From an optimization exercise on the open Yosys and OpenROAD flow, aimed at small area; shortcuts taken in it are not production practice. Function was checked by simulation only, so behaviour that the tests miss may differ from the original. No driver is modelled on the clock port, so clock power and skew are understated where the tree is cut down; a real chip needs a root buffer or a tree. No activity file was given, so power comes from the tool's default toggle rates.

## swqd
module swqd (
    input  wire        clk,
    input  wire        rst,
    input  wire        us_tick,
    input  wire        qd_tick,
    input  wire        dq_in,
    output wire        dq_drive_low,
    input  wire        enc_a,
    input  wire        enc_b,
    input  wire        enc_btn,
    input  wire        enc_sw,
    input  wire        bus_sel,
    input  wire        bus_we,
    input  wire [3:0]  bus_addr,
    input  wire [15:0] bus_wdata,
    output reg  [15:0] bus_rdata
);
    localparam [3:0] A_CTRL         = 4'h0,
                     A_TPD_STATUS   = 4'h1,
                     A_FRAME_HUM    = 4'h2,
                     A_FRAME_TEMP   = 4'h3,
                     A_FRAME_CSUM   = 4'h4,
                     A_TEMP_SIGNED  = 4'h5,
                     A_QD_STATUS    = 4'h6,
                     A_MENU_STATE   = 4'h7,
                     A_MENU_CONSUME = 4'h8;
    wire       line;
    wire [3:0] pins;
  ...
Settings: LEC_CHECK=0, CAP_MARGIN=20, CORE_MARGIN=2, CORE_UTILIZATION=65, PLACE_DENSITY=0.85, SLEW_MARGIN=20; clock period 10.0 ns.
standard.sh (not shown) runs the stock make flow with config.mk's settings and CLKGATE_MAP_FILE= SYNTH_SCRIPT=/design/flow/synth_recipe.tcl, a recipe that flattens the netlist after the stock synthesis.
==> flow/flow/run.sh <==
#!/bin/bash
# The standard layout (standard.sh) with these changes:
#  - synthesis maps the logic with an area-oriented ABC script
#    (flow/abc_area.script, used in place of ORFS's abc_speed.script);
#  - every port is still buffered, but with buf_1 cells;
#  - the clock port drives a few clock buffers, each driving a group of
#    flip-flops (the CTS step runs flow/clock_buffers.tcl in place of
#    clock_tree_synthesis, then ORFS's usual legalisation and timing repair).
#    The smallest choice whose worst flip-flop clock slew, estimated on the
#    placed design, stays under 100 ps is used (flow/clock_eval.tcl).
# Each step's full output goes to a log file in this folder; ORFS's own
# per-step logs are under orfs/logs/.
set -euo pipefail
W=$(pwd)

# A copy of ORFS's scripts with the changes above.
S="$W/scripts_mod"
rm -rf "$S"
mkdir -p "$S"
cp -r "$FLOW_HOME/scripts/." "$S/"
cp "$W/flow/abc_area.script" "$S/abc_speed.script"
cp "$W/flow/clock_buffers.tcl" "$S/clock_buffers.tcl"
python3 - "$S/cts.tcl" <<'PY'
import sys
p = sys.argv[1]
s = open(p).read()
old = "log_cmd clock_tree_synthesis {*}$cts_args"
assert s.count(old) == 1
s = s.replace(old, "source $::env(SCRIPTS_DIR)/clock_buffers.tcl\nbuild_clock_buffers")
open(p, "w").write(s)
PY

export SCRIPTS_DIR="$S"
export BUFFER_PORTS_ARGS="-buffer_cell sky130_fd_sc_hd__buf_1"
bash "$W/standard.sh" synth > "$W/run_synth.log" 2>&1
bash "$W/standard.sh" place > "$W/run_place.log" 2>&1

# Pick the clock buffers, smallest total area first; four clkbuf_16 if
# nothing smaller keeps the estimated clock slew under 100 ps.
R="$W/orfs/results/$FLOW_PLATFORM/swqd/base"
export LIB_FILE="$FLOW_HOME/platforms/$FLOW_PLATFORM/lib/sky130_fd_sc_hd__tt_025C_1v80.lib"
export SETRC_FILE="$FLOW_HOME/platforms/$FLOW_PLATFORM/setRC.tcl"
export PLACE_ODB="$R/3_place.odb" PLACE_SDC="$R/3_place.sdc" FLOW_DIR="$W/flow"
export CLOCK_BUFFERS=4
export CLOCK_BUFFER_CELL=sky130_fd_sc_hd__clkbuf_16
: > "$W/run_clock_eval.log"
for choice in "1 sky130_fd_sc_hd__clkbuf_16" "2 sky130_fd_sc_hd__clkbuf_8" \
              "2 sky130_fd_sc_hd__buf_12" "3 sky130_fd_sc_hd__clkbuf_8" \
              "2 sky130_fd_sc_hd__clkbuf_16" "4 sky130_fd_sc_hd__clkbuf_8" \
              "3 sky130_fd_sc_hd__buf_12" "3 sky130_fd_sc_hd__clkbuf_16" \
              "4 sky130_fd_sc_hd__buf_12"; do
  set -- $choice
  slew=$(CLOCK_BUFFERS=$1 CLOCK_BUFFER_CELL=$2 openroad -no_init -exit "$W/flow/clock_eval.tcl" 2>&1 \
         | tee -a "$W/run_clock_eval.log" | awk '/^CLOCK_EVAL/ {print $5}' || true)
  if [[ -n "$slew" ]] && awk -v s="$slew" 'BEGIN {exit !(s < 0.100)}'; then
    CLOCK_BUFFERS=$1
    CLOCK_BUFFER_CELL=$2
    break
  fi
done
echo "clock buffers: $CLOCK_BUFFERS x $CLOCK_BUFFER_CELL" | tee -a "$W/run_clock_eval.log"

bash "$W/standard.sh" > "$W/run_layout.log" 2>&1
Other scripts of this flow, unchanged in this note and not shown: flow/flow/abc_area.script, flow/flow/clock_buffers.tcl, flow/flow/clock_eval.tcl
==> next run, changes <==
- CAP_MARGIN: 20 -> 0
- CORE_UTILIZATION: 65 -> 80
- GPL_TIMING_DRIVEN: default -> 0
- PLACE_DENSITY: 0.85 -> 0.92
- SLEW_MARGIN: 20 -> 0
Outcome: The new run went through all stages and came out clean; power rises by 2.6%; wire length goes up by about 27%; design area climbs by 0.79%; utilization rose by 18 points; clock skew came out higher by 17 ps; synthesized cell count is unchanged; fmax drops by about 4.6%; die area falls by about 18%.
==> next run, changes <==
- CORE_UTILIZATION: 80 -> 65
- PLACE_DENSITY: 0.92 -> 0.85
Result: The new run finished with timing, DRC and antenna clean; via count drops by 11%; setup slack improved by 230 ps; first-iteration DRC count drops by 44%; sequential share of layout area climbs by 0.46 points; total power drops by 2.4%; synthesized area is unchanged; cell area drops by 0.96%; clock power drops by about 8%.
In every run of this note, the design's own scripts or RTL, not TritonCTS, make the clock network.

Another version of the RTL of swqd (not shown whole).
For scale: about 500 cells after synthesis, about 81 flip-flops, ~48 I/O pins.
export LEC_CHECK = 0
export CAP_MARGIN = 20
export CORE_MARGIN = 2
export CORE_UTILIZATION = 40
export PLACE_DENSITY = 0.6
export SLEW_MARGIN = 20
create_clock -name core_clock -period 10.0 [get_ports {clk}]
run.sh (not shown) runs the stock make flow with config.mk's settings and CLKGATE_MAP_FILE= SYNTH_SCRIPT=/design/flow/synth_recipe.tcl, a recipe that flattens the netlist after the stock synthesis.
Stock flow here: none of the scripts above is used.
The baseline completed without violations.
Change:
ABC_AREA = 1   (was default)
Final area rises by a few percent; via count rises by about a fifth; clock-buffer cell count falls by 2; setup slack improves by 0.13 ns.

Another version of the RTL of swqd (not shown whole).
Size: ~380 cells after synthesis, about 86 flip-flops, about 48 I/O pins, roughly 4000 µm² of cells after synthesis.
==> flow/design.v (excerpt) <==
module swqd (
    input  wire        clk,
    input  wire        rst,
    input  wire        us_tick,
    input  wire        qd_tick,
    input  wire        dq_in,
    output wire        dq_drive_low,
    input  wire        enc_a,
    input  wire        enc_b,
    input  wire        enc_btn,
    input  wire        enc_sw,
    input  wire        bus_sel,
    input  wire        bus_we,
    input  wire [3:0]  bus_addr,
    input  wire [15:0] bus_wdata,
    output reg  [15:0] bus_rdata
);
export LEC_CHECK = 0
export CAP_MARGIN = 20
export CORE_MARGIN = 2
export CORE_UTILIZATION = 65
export PLACE_DENSITY = 0.85
export SLEW_MARGIN = 20
create_clock -name core_clock -period 10.0 [get_ports {clk}]
standard.sh (not shown) runs the stock make flow with config.mk's settings and CLKGATE_MAP_FILE= SYNTH_SCRIPT=/design/flow/synth_recipe.tcl, a recipe that flattens the netlist after the stock synthesis.
==> flow/flow/run.sh <==
#!/bin/bash
# The standard layout (standard.sh) with these changes:
#  - synthesis maps the logic with an area-oriented ABC script
#    (flow/abc_area.script, used in place of ORFS's abc_speed.script);
#  - every port is still buffered, but with buf_1 cells;
#  - the clock port drives a few clock buffers, each driving a group of
#    flip-flops (the CTS step runs flow/clock_buffers.tcl in place of
#    clock_tree_synthesis, then ORFS's usual legalisation and timing repair).
#    The smallest choice whose worst flip-flop clock slew, estimated on the
#    placed design, stays under 100 ps is used (flow/clock_eval.tcl).
# Each step's full output goes to a log file in this folder; ORFS's own
# per-step logs are under orfs/logs/.
set -euo pipefail
W=$(pwd)

# A copy of ORFS's scripts with the changes above.
S="$W/scripts_mod"
rm -rf "$S"
mkdir -p "$S"
cp -r "$FLOW_HOME/scripts/." "$S/"
cp "$W/flow/abc_area.script" "$S/abc_speed.script"
cp "$W/flow/clock_buffers.tcl" "$S/clock_buffers.tcl"
python3 - "$S/cts.tcl" <<'PY'
import sys
p = sys.argv[1]
s = open(p).read()
old = "log_cmd clock_tree_synthesis {*}$cts_args"
assert s.count(old) == 1
s = s.replace(old, "source $::env(SCRIPTS_DIR)/clock_buffers.tcl\nbuild_clock_buffers")
open(p, "w").write(s)
PY

export SCRIPTS_DIR="$S"
export BUFFER_PORTS_ARGS="-buffer_cell sky130_fd_sc_hd__buf_1"
bash "$W/standard.sh" synth > "$W/run_synth.log" 2>&1
bash "$W/standard.sh" place > "$W/run_place.log" 2>&1

# Pick the clock buffers, smallest total area first.
R="$W/orfs/results/$FLOW_PLATFORM/swqd/base"
export LIB_FILE="$FLOW_HOME/platforms/$FLOW_PLATFORM/lib/sky130_fd_sc_hd__tt_025C_1v80.lib"
export SETRC_FILE="$FLOW_HOME/platforms/$FLOW_PLATFORM/setRC.tcl"
export PLACE_ODB="$R/3_place.odb" PLACE_SDC="$R/3_place.sdc" FLOW_DIR="$W/flow"
export CLOCK_BUFFERS=4
export CLOCK_BUFFER_CELL=sky130_fd_sc_hd__clkbuf_16
: > "$W/run_clock_eval.log"
for choice in "1 sky130_fd_sc_hd__clkbuf_16" "2 sky130_fd_sc_hd__clkbuf_8" \
              "3 sky130_fd_sc_hd__clkbuf_8" "2 sky130_fd_sc_hd__clkbuf_16" \
              "4 sky130_fd_sc_hd__clkbuf_8" "3 sky130_fd_sc_hd__clkbuf_16"; do
  set -- $choice
  slew=$(CLOCK_BUFFERS=$1 CLOCK_BUFFER_CELL=$2 openroad -no_init -exit "$W/flow/clock_eval.tcl" 2>&1 \
         | tee -a "$W/run_clock_eval.log" | awk '/^CLOCK_EVAL/ {print $5}' || true)
  if [[ -n "$slew" ]] && awk -v s="$slew" 'BEGIN {exit !(s < 0.100)}'; then
    CLOCK_BUFFERS=$1
    CLOCK_BUFFER_CELL=$2
    break
  fi
done
echo "clock buffers: $CLOCK_BUFFERS x $CLOCK_BUFFER_CELL" | tee -a "$W/run_clock_eval.log"

bash "$W/standard.sh" > "$W/run_layout.log" 2>&1
==> flow/flow/clock_buffers.tcl <==
# Clock distribution used in place of clock_tree_synthesis: the clock port
# drives CLOCK_BUFFERS buffers (CLOCK_BUFFER_CELL), each placed at the centre
# of the group of flip-flops it drives; the groups come from k-means on the
# flip-flops' placed positions. Every flip-flop sees the same buffer depth
# (one).
proc build_clock_buffers { } {
  set nbuf $::env(CLOCK_BUFFERS)
  set cell $::env(CLOCK_BUFFER_CELL)
  set block [ord::get_db_block]
  set dbu [$block getDbUnitsPerMicron]
  foreach src [get_property [lindex [all_clocks] 0] sources] {
    set net_name [get_full_name $src]
    set xs {}
    set ys {}
    set pins {}
    foreach pin [get_pins -of_objects [get_nets $net_name]] {
      set loc [[[sta::sta_to_db_pin $pin] getInst] getLocation]
      lappend xs [expr {double([lindex $loc 0]) / $dbu}]
      lappend ys [expr {double([lindex $loc 1]) / $dbu}]
      lappend pins $pin
    }
    set n [llength $pins]
    puts "Clock net $net_name: $n sinks, $nbuf buffer(s) of $cell"
    # k-means, seeded with sinks spread along x
    set order [lsort -real -indices $xs]
    set cx {}
    set cy {}
    for {set b 0} {$b < $nbuf} {incr b} {
      set i [lindex $order [expr {(2 * $b + 1) * $n / (2 * $nbuf)}]]
      lappend cx [lindex $xs $i]
      lappend cy [lindex $ys $i]
    }
    for {set iter 0} {$iter < 50} {incr iter} {
      set grp {}
      for {set i 0} {$i < $n} {incr i} {
        set best 0
        set bd 1e30
        for {set b 0} {$b < $nbuf} {incr b} {
          set d [expr {abs([lindex $xs $i] - [lindex $cx $b]) + abs([lindex $ys $i] - [lindex $cy $b])}]
          if { $d < $bd } {
            set bd $d
            set best $b
          }
        }
        lappend grp $best
      }
      set ncx {}
      set ncy {}
      for {set b 0} {$b < $nbuf} {incr b} {
        set sx 0.0
        set sy 0.0
        set k 0
        for {set i 0} {$i < $n} {incr i} {
          if { [lindex $grp $i] == $b } {
            set sx [expr {$sx + [lindex $xs $i]}]
            set sy [expr {$sy + [lindex $ys $i]}]
            incr k
          }
        }
        if { $k > 0 } {
          lappend ncx [expr {$sx / $k}]
          lappend ncy [expr {$sy / $k}]
        } else {
          lappend ncx [lindex $cx $b]
          lappend ncy [lindex $cy $b]
        }
      }
      set cx $ncx
      set cy $ncy
    }
    for {set b 0} {$b < $nbuf} {incr b} {
      set load {}
      for {set i 0} {$i < $n} {incr i} {
        if { [lindex $grp $i] == $b } {
          lappend load [lindex $pins $i]
        }
      }
      if { [llength $load] == 0 } {
        continue
      }
      puts "  buffer $b: [llength $load] sinks at ([lindex $cx $b], [lindex $cy $b])"
      insert_buffer -buffer_cell $cell -net $net_name \
        -load_pins $load -location [list [lindex $cx $b] [lindex $cy $b]] \
        -buffer_name clkbuf_leaf_$b -net_name clknet_leaf_$b
    }
    set left [llength [get_pins -of_objects [get_nets $net_name]]]
    if { $left > $nbuf } {
      error "clock net $net_name still drives $left cell pins"
    }
  }
  set_propagated_clock [all_clocks]
}
==> flow/flow/clock_eval.tcl <==
# Trial of one clock buffer choice (CLOCK_BUFFERS x CLOCK_BUFFER_CELL) on the
# placed design: prints the largest flip-flop clock-pin slew it would give,
# with placement parasitics. Nothing is written back.
read_liberty $::env(LIB_FILE)
read_db $::env(PLACE_ODB)
read_sdc $::env(PLACE_SDC)
source $::env(SETRC_FILE)
source $::env(FLOW_DIR)/clock_buffers.tcl
build_clock_buffers
detailed_placement
estimate_parasitics -placement
set worst 0.0
foreach pin [get_pins -hierarchical */CLK] {
  set s [get_property $pin slew_max]
  if { $s > $worst } {
    set worst $s
  }
}
puts "CLOCK_EVAL $::env(CLOCK_BUFFERS) $::env(CLOCK_BUFFER_CELL) slew_ns $worst"
Other scripts of this flow, unchanged in this note and not shown: flow/flow/abc_area.script
Rerun with:
CAP_MARGIN = 0   (was 20)
SLEW_MARGIN = 0   (was 20)
Effect: Global-route usage is unchanged; cell area stays the same; critical path depth is unchanged.
Rerun with:
CAP_MARGIN = 20   (was 0)
GPL_TIMING_DRIVEN = 0   (was unset)
SLEW_MARGIN = 20   (was 0)
Via count rises by 1.3%.
Worst setup slack improved by 0.18 ns.
Die area stays the same.
Rerun with:
==> flow/flow/run.sh (replaced) <==
#!/bin/bash
# The standard layout (standard.sh) with these changes:
#  - synthesis maps the logic with an area-oriented ABC script
#    (flow/abc_area.script, used in place of ORFS's abc_speed.script);
#  - every port is still buffered, but with buf_1 cells;
#  - the clock port drives four clkbuf_16, each driving a group of flip-flops (the CTS step
#    runs flow/clock_buffers.tcl in place of clock_tree_synthesis, then
#    ORFS's usual legalisation and timing repair).
# Each step's full output goes to a log file in this folder; ORFS's own
# per-step logs are under orfs/logs/.
set -euo pipefail
W=$(pwd)

# A copy of ORFS's scripts with the two changes above.
S="$W/scripts_mod"
rm -rf "$S"
mkdir -p "$S"
cp -r "$FLOW_HOME/scripts/." "$S/"
cp "$W/flow/abc_area.script" "$S/abc_speed.script"
cp "$W/flow/clock_buffers.tcl" "$S/clock_buffers.tcl"
python3 - "$S/cts.tcl" <<'PY'
import sys
p = sys.argv[1]
s = open(p).read()
old = "log_cmd clock_tree_synthesis {*}$cts_args"
assert s.count(old) == 1
s = s.replace(old, "source $::env(SCRIPTS_DIR)/clock_buffers.tcl\nbuild_clock_buffers")
open(p, "w").write(s)
PY

export SCRIPTS_DIR="$S"
export BUFFER_PORTS_ARGS="-buffer_cell sky130_fd_sc_hd__buf_1"
export CLOCK_BUFFERS=4
export CLOCK_BUFFER_CELL=sky130_fd_sc_hd__clkbuf_16
bash "$W/standard.sh" synth > "$W/run_synth.log" 2>&1
bash "$W/standard.sh" > "$W/run_layout.log" 2>&1
GPL_TIMING_DRIVEN = unset   (was 0)
removed: flow/flow/clock_eval.tcl
What happened: The changed run completed without violations. Via count drops by 1.3%. Utilization went down by 0.40 points. Maximum frequency drops by 2.8%. Design area drops by 0.55%. Setup slack loses 0.18 ns. First-iteration DRC count goes down by 4.8%. Combinational power is about the same. Die area stays the same.
Rerun with:
CORE_UTILIZATION = 40   (was 65)
PLACE_DENSITY = 0.6   (was 0.85)
Outcome: The new run completed with no timing, DRC or antenna violations; synthesized cell count is unchanged; via count shrinks by 1.3%; global-route usage shrinks by 9.9 points.
In every run of this note, the design's own scripts or RTL, not TritonCTS, make the clock network.

what the ideal ports hide:
Ports are ideal in the flow. The routed layouts listed here were re-timed in OpenROAD.
Step 1: set_driving_cell puts a clkbuf_16 on clk and a buf_2 on each other input, an assumption about the parent block.
Step 2, shift: input delay + t, output delay - t, t = (earliest + latest rising clock arrival at the registers) / 2. This alone moves slack from input paths to output paths.
a / b / c = no drivers / after step 1 / after step 2; a / b = the first two.
run	shift t [ns]	setup slack, ns	worst register clock-pin slew, ns
the first run of note 1	0.204	3.642 / 3.616 / 3.616	0.09 / 0.09
the second run of note 1	0.233	3.339 / 3.303 / 3.303	0.10 / 0.10
the third run of note 1	0.208	3.573 / 3.550 / 3.550	0.09 / 0.09
the first run of note 2	0.377	3.044 / 3.021 / 3.021	0.07 / 0.07
the second run of note 2	0.384	3.178 / 3.156 / 3.156	0.07 / 0.07
the first run of note 3	0.222	3.315 / 3.295 / 3.295	0.10 / 0.10
the second run of note 3	0.222	3.315 / 3.295 / 3.295	0.10 / 0.10
the third run of note 3	0.222	3.500 / 3.480 / 3.480	0.09 / 0.09
the fourth run of note 3	0.222	3.315 / 3.295 / 3.295	0.10 / 0.10
the fifth run of note 3	0.231	3.425 / 3.406 / 3.406	0.09 / 0.09
After both steps setup and hold are still met in every run listed. The setup slack of the second run of note 1, which loses most, moves by -0.036 ns with the drivers and by -0.036 ns with both steps.
